This is an optimization exercise on Yosys and OpenROAD, whose aim is small area, a short achievable clock period and few clock cycles per item, not a production implementation.
The RTL was checked by simulation tests, not by an equivalence proof against the original design.
No activity file was given, so power comes from the tool's default toggle rates.

Design ddc_decoder, start of the top module:
module ddc_decoder (
    input  wire        clk,
    input  wire        rst,               
    input  wire [1:0]  cfg_channels,      
    input  wire [5:0]  cfg_block_bits,    
    input  wire [5:0]  cfg_bpc0,          
    input  wire [5:0]  cfg_bpc1,
    input  wire [5:0]  cfg_bpc2,
    input  wire [5:0]  cfg_bpm0,          
    input  wire [5:0]  cfg_bpm1,
    input  wire [5:0]  cfg_bpm2,
    input  wire        cfg_high_adaptive,
    input  wire [14:0] cfg_chunk_size,    
    input  wire        cmd_valid,
    input  wire [1:0]  cmd_op,            
    input  wire [31:0] cmd_count,
    output reg         busy,
    output wire        src_req,
    output wire [15:0] src_chunk,
    output wire [14:0] src_off,
    input  wire        src_ack,
    input  wire [7:0]  src_data,
    output reg         frm_valid,
    output wire [63:0] frm_data,
    input  wire        frm_ready
);
Size: roughly 3,200 cells after synthesis, about 410 flip-flops, about 210 I/O pins, about 29,000 um^2 of cells after synthesis.
Settings: LEC_CHECK=0, CAP_MARGIN=20, CORE_MARGIN=2, CORE_UTILIZATION=40, CTS_CLUSTER_DIAMETER=80, CTS_CLUSTER_SIZE=30, PLACE_DENSITY=0.6, SETUP_SLACK_MARGIN=5, SLEW_MARGIN=20, TNS_END_PERCENT=0; clock period 12.0 ns.
standard.sh (not shown) runs the stock make flow with config.mk's settings and CLKGATE_MAP_FILE= SYNTH_SCRIPT=/design/flow/synth_recipe.tcl, a recipe that flattens the netlist after the stock synthesis.
==> flow/flow/run.sh <==
#!/bin/bash
set -euo pipefail
MARGIN=$(cat flow/setup_margin)
export BUFFER_PORTS_ARGS="-buffer_cell $(cat flow/port_buffer)"
sed -E "s/SETUP_SLACK_MARGIN=[0-9.]+/SETUP_SLACK_MARGIN=${MARGIN}/" standard.sh > standard_margin.sh
grep -q "SETUP_SLACK_MARGIN=${MARGIN}" standard_margin.sh
bash standard_margin.sh > make_flow.log 2>&1 || { tail -40 make_flow.log; exit 1; }
grep -q "Inserted .* $(cat flow/port_buffer) input buffers" orfs/logs/*/ddc_decoder/base/3_3_place_gp.log
tail -5 make_flow.log
==> flow/flow/port_buffer <==
sky130_fd_sc_hd__buf_1
==> flow/flow/setup_margin <==
7.5
The first run ran to the end with no violations.
Testbench counts at the start, summed over its fixed seeds: cycles 101,242, frames 28,800.
Next try:
==> flow/flow/setup_margin (replaced) <==
8.0
Result: The changed run passed the timing, DRC and antenna checks; via count is higher by 2.2%; fmax is higher by about 7%; setup slack improved by 0.31 ns; wire length is higher by about 5%; cell area is higher by about 5%; sequential share of layout area is lower by 1.5 points; worst hold slack got worse by 0.0033 ns; utilization is higher by 2.2 points; synthesized cell count does not change; combinational power is higher by about 10%; total power is higher by 3.0%.

---

Starting RTL as in the previous note.
export LEC_CHECK = 0
export CAP_MARGIN = 20
export CORE_MARGIN = 2
export CORE_UTILIZATION = 40
export CTS_CLUSTER_DIAMETER = 80
export CTS_CLUSTER_SIZE = 30
export PLACE_DENSITY = 0.6
export SETUP_SLACK_MARGIN = 5
export SLEW_MARGIN = 20
export TNS_END_PERCENT = 0
create_clock -name core_clock -period 12.0 [get_ports {clk}]
==> flow/flow/setup_margin <==
8.5
Scripts as last shown in full above: flow/flow/run.sh, flow/flow/port_buffer
Testbench counts at the start, summed over its fixed seeds: cycles 101,242, frames 28,800.
Then changed:
--- a/flow/config.mk
+++ b/flow/config.mk
@@ -9,6 +9,6 @@
 export CORE_MARGIN = 2
-export CORE_UTILIZATION = 40
+export CORE_UTILIZATION = 50
 export CTS_CLUSTER_DIAMETER = 80
 export CTS_CLUSTER_SIZE = 30
-export PLACE_DENSITY = 0.6
+export PLACE_DENSITY = 0.65
 export SETUP_SLACK_MARGIN = 5
Effect: Global-route usage grows by 7.0 points; area after synthesis stays the same; hold slack is better by 11 ps; worst setup slack gets worse by 170 ps; total power falls by 2.7%.
Then changed:
==> flow/flow/setup_margin (replaced) <==
7.3
--- a/flow/config.mk
+++ b/flow/config.mk
@@ -9,6 +9,6 @@
 export CORE_MARGIN = 2
-export CORE_UTILIZATION = 50
+export CORE_UTILIZATION = 40
 export CTS_CLUSTER_DIAMETER = 80
 export CTS_CLUSTER_SIZE = 30
-export PLACE_DENSITY = 0.65
+export PLACE_DENSITY = 0.6
 export SETUP_SLACK_MARGIN = 5
After rerunning: Global-route usage is lower by 8.5 points. Power came out lower by 2.2%. Routed wire length fell by 6.9%. Via count shrinks by 4.2%. Cell area drops by 3.4%. Worst hold slack got worse by 12 ps. Sequential share of layout area grows by 1.1 points. Worst setup slack is worse by 230 ps.
Then changed:
==> flow/flow/setup_margin (replaced) <==
7.7
--- a/flow/config.mk
+++ b/flow/config.mk
@@ -7,3 +7,3 @@
 export LEC_CHECK = 0
-export CAP_MARGIN = 20
+export CAP_MARGIN = 10
 export CORE_MARGIN = 2
@@ -14,3 +14,3 @@
 export SETUP_SLACK_MARGIN = 5
-export SLEW_MARGIN = 20
+export SLEW_MARGIN = 10
 export TNS_END_PERCENT = 0
Result:
- synthesized cell count does not change
- synthesized area does not change
- utilization goes up by 1.7 points
Then changed:
==> flow/flow/run.sh (replaced) <==
#!/bin/bash
set -euo pipefail
MARGIN=$(cat flow/setup_margin)
sed -E "s/SETUP_SLACK_MARGIN=[0-9.]+/SETUP_SLACK_MARGIN=${MARGIN}/" standard.sh > standard_margin.sh
grep -q "SETUP_SLACK_MARGIN=${MARGIN}" standard_margin.sh
bash standard_margin.sh > make_flow.log 2>&1 || { tail -40 make_flow.log; exit 1; }
tail -5 make_flow.log
==> flow/flow/setup_margin (replaced) <==
8.5
--- a/flow/config.mk
+++ b/flow/config.mk
@@ -7,3 +7,3 @@
 export LEC_CHECK = 0
-export CAP_MARGIN = 10
+export CAP_MARGIN = 20
 export CORE_MARGIN = 2
@@ -14,3 +14,3 @@
 export SETUP_SLACK_MARGIN = 5
-export SLEW_MARGIN = 10
+export SLEW_MARGIN = 20
 export TNS_END_PERCENT = 0
removed: flow/flow/port_buffer
- wire length came out higher by 6.6%
- setup slack loses 150 ps
- total power decreases by 0.37%
- hold slack barely changes
- design area went up by 3.7%
Then changed:
--- a/flow/flow/run.sh
+++ b/flow/flow/run.sh
@@ -3,2 +3,3 @@
 MARGIN=$(cat flow/setup_margin)
+export BUFFER_PORTS_ARGS="-buffer_cell $(cat flow/port_buffer)"
 sed -E "s/SETUP_SLACK_MARGIN=[0-9.]+/SETUP_SLACK_MARGIN=${MARGIN}/" standard.sh > standard_margin.sh
@@ -6,2 +7,3 @@
 bash standard_margin.sh > make_flow.log 2>&1 || { tail -40 make_flow.log; exit 1; }
+grep -q "Inserted .* $(cat flow/port_buffer) input buffers" orfs/logs/*/ddc_decoder/base/3_3_place_gp.log
 tail -5 make_flow.log
==> flow/flow/port_buffer (new file) <==
sky130_fd_sc_hd__buf_1
==> flow/flow/setup_margin (replaced) <==
7.7
After rerunning:
- design area decreases by 3.5%
- final cell count hardly moves
- synthesized cell count is unchanged
- non-clock buffer count decreases by 3
- sequential share of layout area increases by 1.1 points
- global-route usage decreases by 2.2 points
- setup slack gains 150 ps
- clock power increases by about 4%
- core utilization decreases by 1.7 points
- power increases by 0.41%
- area after synthesis stays the same

-- what the ideal ports hide --
The flow's constraints put no driver on any port. The routed layouts listed below were extracted and timed again, unchanged, in two steps. Step 1 sets driving cells, clkbuf_16 on the clock port and buf_2 on the other inputs (assumed; they add their load-dependent delay and slew). Step 2 times the ports against the registers' clock, not the clock port: input delays grow and output delays shrink by t, the midpoint of the rising clock arrivals with the driver on. Slacks: ideal ports / drivers / drivers and shift; pairs: ideal ports / drivers.
run | t (ns) | setup WS [ns] | latest minus earliest clock arrival (ns)
the first run of note 1 | 0.692 | 7.339 / 7.339 / 6.866 | 0.045 / 0.045
the second run of note 1 | 0.697 | 7.651 / 7.651 / 7.178 | 0.038 / 0.037
the first run of note 2 | 0.697 | 7.651 / 7.651 / 7.178 | 0.038 / 0.037
the second run of note 2 | 0.675 | 7.478 / 7.478 / 7.021 | 0.026 / 0.027
the third run of note 2 | 0.689 | 7.244 / 7.244 / 6.822 | 0.039 / 0.039
the fourth run of note 2 | 0.696 | 7.563 / 7.563 / 7.083 | 0.035 / 0.034
the fifth run of note 2 | 0.686 | 7.413 / 7.413 / 6.873 | 0.051 / 0.051
the sixth run of note 2 | 0.700 | 7.560 / 7.560 / 7.092 | 0.035 / 0.035
After both steps setup and hold are still met in every run listed. The setup slack of the fifth run of note 2, which loses most, moves by 0.000 ns with the drivers and by -0.540 ns with both steps.
